This design comes from an exercise in tuning for small area on the open sky130 flow, not from production work.
Only simulation tests tie the RTL to the original design; equivalence was not proved.
Power is estimated from default activity; no workload was simulated.

## job 8051
Design mpl115a2_seq, start of the top module:
module mpl115a2_seq #(
    parameter [6:0]   P_DEVADDR          = 7'h60,
    parameter integer P_CONV_WAIT_CYCLES = 1000
) (
    input  wire        clk,
    input  wire        rst,
    input  wire        h_valid,
    input  wire        h_write,
    input  wire [7:0]  h_addr,
    input  wire [31:0] h_wdata,
    input  wire [3:0]  h_be,
    output wire [31:0] h_rdata,
    output wire        h_err,
    output wire        req_valid,
    input  wire        req_ready,
    output wire        req_kind,
    output wire [6:0]  req_dev,
    output wire [1:0]  req_wlen,
    output wire [15:0] req_wdata,
    output wire [3:0]  req_rlen,
    input  wire        rsp_valid,
    input  wire        rsp_ok,
    input  wire [63:0] rsp_rdata
);
Size in the first run: ~990 cells after synthesis, about 180 I/O pins, roughly 8700 sq um of cells after synthesis.
==> flow/config.mk <==
export PLATFORM = sky130hd
export DESIGN_NAME = mpl115a2_seq
export DESIGN_NICKNAME = mpl115a2_seq
export VERILOG_FILES = /design/flow/design.v
export SDC_FILE = /design/flow/constraint.sdc
export NUM_CORES = 4
export LEC_CHECK = 0
export CAP_MARGIN = 0
export CORE_MARGIN = 2
export CORE_UTILIZATION = 60
export SLEW_MARGIN = 0
==> flow/constraint.sdc <==
create_clock -name core_clock -period 50.0 [get_ports {clk}]
set_input_delay 10.0000 -clock core_clock [delete_from_list [all_inputs] [get_ports {clk}]]
set_output_delay 10.0000 -clock core_clock [all_outputs]
set_load 0.01 [all_outputs]
standard.sh (not shown) runs the stock make flow with config.mk's settings and CLKGATE_MAP_FILE= SYNTH_SCRIPT=/design/flow/synth_recipe.tcl, a recipe that flattens the netlist after the stock synthesis.
==> flow/flow/run.sh <==
#!/bin/bash
# The standard layout (standard.sh: the standard synthesis script and the ORFS steps), with
# these changes, all made through ORFS's own variables:
#  - ABC maps the logic for area (flow/abc_area.script: five rounds of dch + amap) in place of
#    ORFS's delay-oriented abc_speed.script; a copy of ORFS's scripts folder holds the script.
#    Nothing else in the scripts changes, so the registers are the standard synthesis's.
#  - every port still gets a buffer, but the smallest one (buf_1);
#  - the clock tree uses clkbuf_4 with small sink clusters and no dummy loads;
#  - the tie cells are not duplicated per load (SKIP_REPAIR_TIE_FANOUT).
# make's output goes to standard.log; each tool's full log is under orfs/logs/.
set -euo pipefail
rm -rf scripts
cp -r "$FLOW_HOME/scripts" scripts
cp flow/abc_area.script scripts/abc_speed.script
export SCRIPTS_DIR="$PWD/scripts"
export BUFFER_PORTS_ARGS="-buffer_cell sky130_fd_sc_hd__buf_1"
export CTS_ARGS="-sink_clustering_enable -repair_clock_nets -dont_use_dummy_load -buf_list sky130_fd_sc_hd__clkbuf_4 -sink_clustering_size 9 -sink_clustering_max_diameter 45"
export SKIP_REPAIR_TIE_FANOUT=1
bash standard.sh > standard.log 2>&1
==> flow/flow/abc_area.script <==
strash
dch
amap -F 2 -A 8
strash
dch
amap -F 2 -A 8
strash
dch
amap -F 2 -A 8
strash
dch
amap -F 2 -A 8
strash
dch
amap -F 2 -A 8
The inputs of job 5931 differ from those of job 8051 as listed below.
--- a/flow/design.v
+++ b/flow/design.v
@@ -54,17 +54,17 @@
     reg         done, valid, overrun;
     reg [2:0]   ek;
     reg [17:0]  press;
     reg [11:0]  temp;
     reg [5:0]   p;
     reg [4:0]   idx;
     reg [47:0]  A;
     reg [23:0]  B;
-    reg         dA, dB, zf;
+    reg         dA, dB, d2, d3, zf, qf;
     wire busy = (st != S_IDLE);
     wire err  = (ek != 3'd0);
     wire [3:0] errstage = ek[2] & ek[1] ? 4'd1 : {1'b0, ek};
     wire [3:0] errcode  = (ek == 3'd6) ? 4'd4 : (ek == 3'd7) ? 4'd3 :
                           {2'b00, ek[0], err & ~ek[0]};
     wire        txn  = st[3];
     wire [1:0]  kind = st[2:1];
     wire h_legal   = (h_addr[1:0] == 2'b00) && (h_be == 4'b1111);
@@ -88,20 +88,21 @@
     wire is_setreg  = (h_wdata[7:0] == 8'h02) && (h_wdata[31:24] == 8'h00);
     wire [7:0] cmd_addr = h_wdata[15:8];
     wire [7:0] cmd_data = h_wdata[23:16];
     assign req_valid = txn & st[0];
     assign req_dev   = P_DEVADDR;
     assign req_kind  = ~kind[0];                        
     assign req_wlen  = {kind[0], ~kind[0]};
     assign req_rlen  = {kind == K_COEF, kind == K_ADC, 2'b00};
-    assign req_wdata = kind[1] ? (kind[0] ? {idx[3:0], p[3:0], 6'd0, p[5:4]} : 16'h0000)
+    assign req_wdata = kind[1] ? (kind[0] ? {idx[3:0], d2, d3, zf, qf, 6'd0, idx[4], dB} : 16'h0000)
                                : (kind[0] ? 16'h0012 : 16'h0004);
     wire rsp_take = rsp_valid && txn && !st[0];
     wire rsp_good = rsp_take && rsp_ok;
+    wire set_ld = cmd_write && !busy && !is_measure && is_setreg && (cmd_addr <= 8'h02);
     wire pe = (p == 6'd47);
     wire [4:0] i = idx;
     wire tb_i = (i < 5'd10) ? tadc[i[3:0]] : 1'b0;
     wire pb_i = (i < 5'd10) ? padc[i[3:0]] : 1'b0;
     wire cb_i = (i < 5'd14) ? c12_raw[i[3:0]] : 1'b0;
     wire tb_p = (p < 6'd10) ? tadc[p[3:0]] : 1'b0;
     wire [63:0] b2_x = {{40{b2_raw[15]}}, b2_raw, 8'd0};
     wire [63:0] b1_x = {{39{b1_raw[15]}}, b1_raw, 9'd0};
@@ -126,25 +127,23 @@
                 x0 = (p == 6'd0 || idx == 5'd13) ? 1'b0 : dA;
                 x1 = (cb_i & (p < 6'd20) & B[0]) ^ ((idx == 5'd13) & c12_raw[13]);
                 cinit = (idx == 5'd13) & c12_raw[13];
                 x2 = (tb_i & b2_p8) | ((idx == 5'd10) & KA[p]);
                 x3 = (pb_i & b1_p9) | ((idx == 5'd10) & a0_p9);
             end
             S_CM: begin
                 x0 = A[0];
-                x1 = (p >= 6'd2) & B[22];
-                x2 = (idx == 5'd0) & (p >= 6'd3) & B[21];
-                b_in = A[0];
+                x1 = (p >= 6'd2) & d2;
+                x2 = (idx == 5'd0) & (p >= 6'd3) & d3;
             end
             S_CD: begin
                 cload = (p == 6'd0) || (p == 6'd38);
-                cinit = (p == 6'd38) & B[10];
+                cinit = (p == 6'd38) & qf;
                 x0 = (p == 6'd0) ? q : dA;
-                if (p == 6'd0) b_in = q;
             end
             S_CT: begin
                 cload = (p == 6'd0) || (p == 6'd20);
                 if (p < 6'd20) begin
                     x0 = A[0] & ~((p == 6'd0) & zf);
                     x1 = (idx == 5'd9) & KP[p];
                 end else begin
                     x0 = (p == 6'd20 || idx == 5'd9) ? 1'b0 : dA;
@@ -158,20 +157,28 @@
     mpl115a2_comp u_add (
         .clk(clk), .cload(cload), .cinit(cinit),
         .x0(x0), .x1(x1), .x2(x2), .x3(x3), .s(s)
     );
     always @(posedge clk) begin
         A  <= {s, A[47:1]};
         B  <= {b_in, B[23:1]};
         dA <= A[0];
-        dB <= B[0];
-        if (st == S_CD && idx == 5'd0) begin
-            if (p == 6'd18)     zf <= ~s;
-            else if (p > 6'd18) zf <= zf & ~s;
+        if (set_ld) begin
+            {d2, d3, zf, qf} <= h_wdata[19:16];
+            dB <= h_wdata[8];
+        end else if (st[3:1] != 3'b111) begin
+            dB <= B[0];
+            d2 <= dA;
+            d3 <= d2;
+            if (st == S_CD && p == 6'd0) qf <= q;
+            if (st == S_CD && idx == 5'd0) begin
+                if (p == 6'd18)     zf <= ~s;
+                else if (p > 6'd18) zf <= zf & ~s;
+            end
         end
     end
     wire p_clr = rsp_good && (kind == K_CONV || kind == K_ADC);
     always @(posedge clk) begin
         if (rst) begin
             st       <= S_IDLE;
             a0_raw   <= 16'd0;
             b1_raw   <= 16'd0;
@@ -183,33 +190,31 @@
             valid    <= 1'b0;
             overrun  <= 1'b0;
             ek       <= 3'd0;
             press    <= 18'd0;
             temp     <= 12'd0;
             p        <= 6'd0;
             idx      <= 5'd0;
         end else begin
-            if (st[3:1] != 3'b111)
-                p <= (pe || p_clr) ? 6'd0 : p + 6'd1;
+            p <= (pe || p_clr) ? 6'd0 : p + 6'd1;
             if (req_valid && req_ready)
                 st[0] <= 1'b0;
             if (cmd_write) begin
                 if (busy) begin
                     overrun <= 1'b1;
                 end else begin
                     done    <= 1'b0;
                     ek      <= 3'd0;
                     overrun <= 1'b0;
                     if (is_measure) begin
                         valid <= 1'b0;
                         st    <= S_COEF;
                     end else if (is_setreg) begin
-                        p   <= {cmd_addr[1:0], cmd_data[3:0]};
-                        idx <= {1'b0, cmd_data[7:4]};
+                        idx <= {cmd_addr[1], cmd_data[7:4]};
                         if (cmd_addr > 8'h02) begin
                             done <= 1'b1;
                             ek   <= 3'd7;
                         end else begin
                             st <= S_SETWR;
                         end
                     end else begin
                         done <= 1'b1;
Relative to job 8051, final period utilization increased by 0.23 points in job 5931. The non-clock buffer count of job 5931 is lower than that of job 8051. CTS sink count on job 5931 is up relative to job 8051. The fraction of power consumed by combinational cells reported for job 5931 is smaller than that of job 8051 by 0.2 points. Clock skew is higher on job 8051. Against job 8051 as the reference, job 5931 delivers a higher worst hold slack. Compared to job 8051, job 5931 has combinational group power about 3% lower. Job 8051 and job 5931 ended up with nearly the same post-layout instance area. Job 5931 reached the end of the flow, and the finished layout is clean on the timing, DRC and antenna checks. Job 8051 → job 5931: die area picked up an extra 0.40%; final layout net count neither gained nor lost much. Arrival time of the worst setup path, job 8051 and job 5931: smaller value in job 8051.

re-timing with driven ports:
In the flow no input, the clock included, has a driving cell. The finished layouts below were timed again as built, in two steps. Step 1, drivers: a clkbuf_16 drives clk and a buf_2 each remaining input, both assumed. Step 2 times the ports against the registers' clock, not the clock port: input delays grow and output delays shrink by t, the midpoint of the rising clock arrivals with the driver on. Three values: ideal, step 1, step 2; two values: the first two.
| run | shift t [ns] | setup WS [ns] | worst hold slack (ns) | worst register clock-pin slew, ns | worst slew at a driven data input, ns |
|---|---|---|---|---|---|
| job 8051 | 0.675 | 27.319 / 27.294 / 27.294 | 0.278 / 0.278 / 0.278 | 0.10 / 0.10 | 0.04 |
| job 5931 | 0.682 | 27.206 / 27.181 / 27.181 | 0.320 / 0.320 / 0.320 | 0.11 / 0.11 | 0.04 |
After both steps every run listed still meets setup and hold.
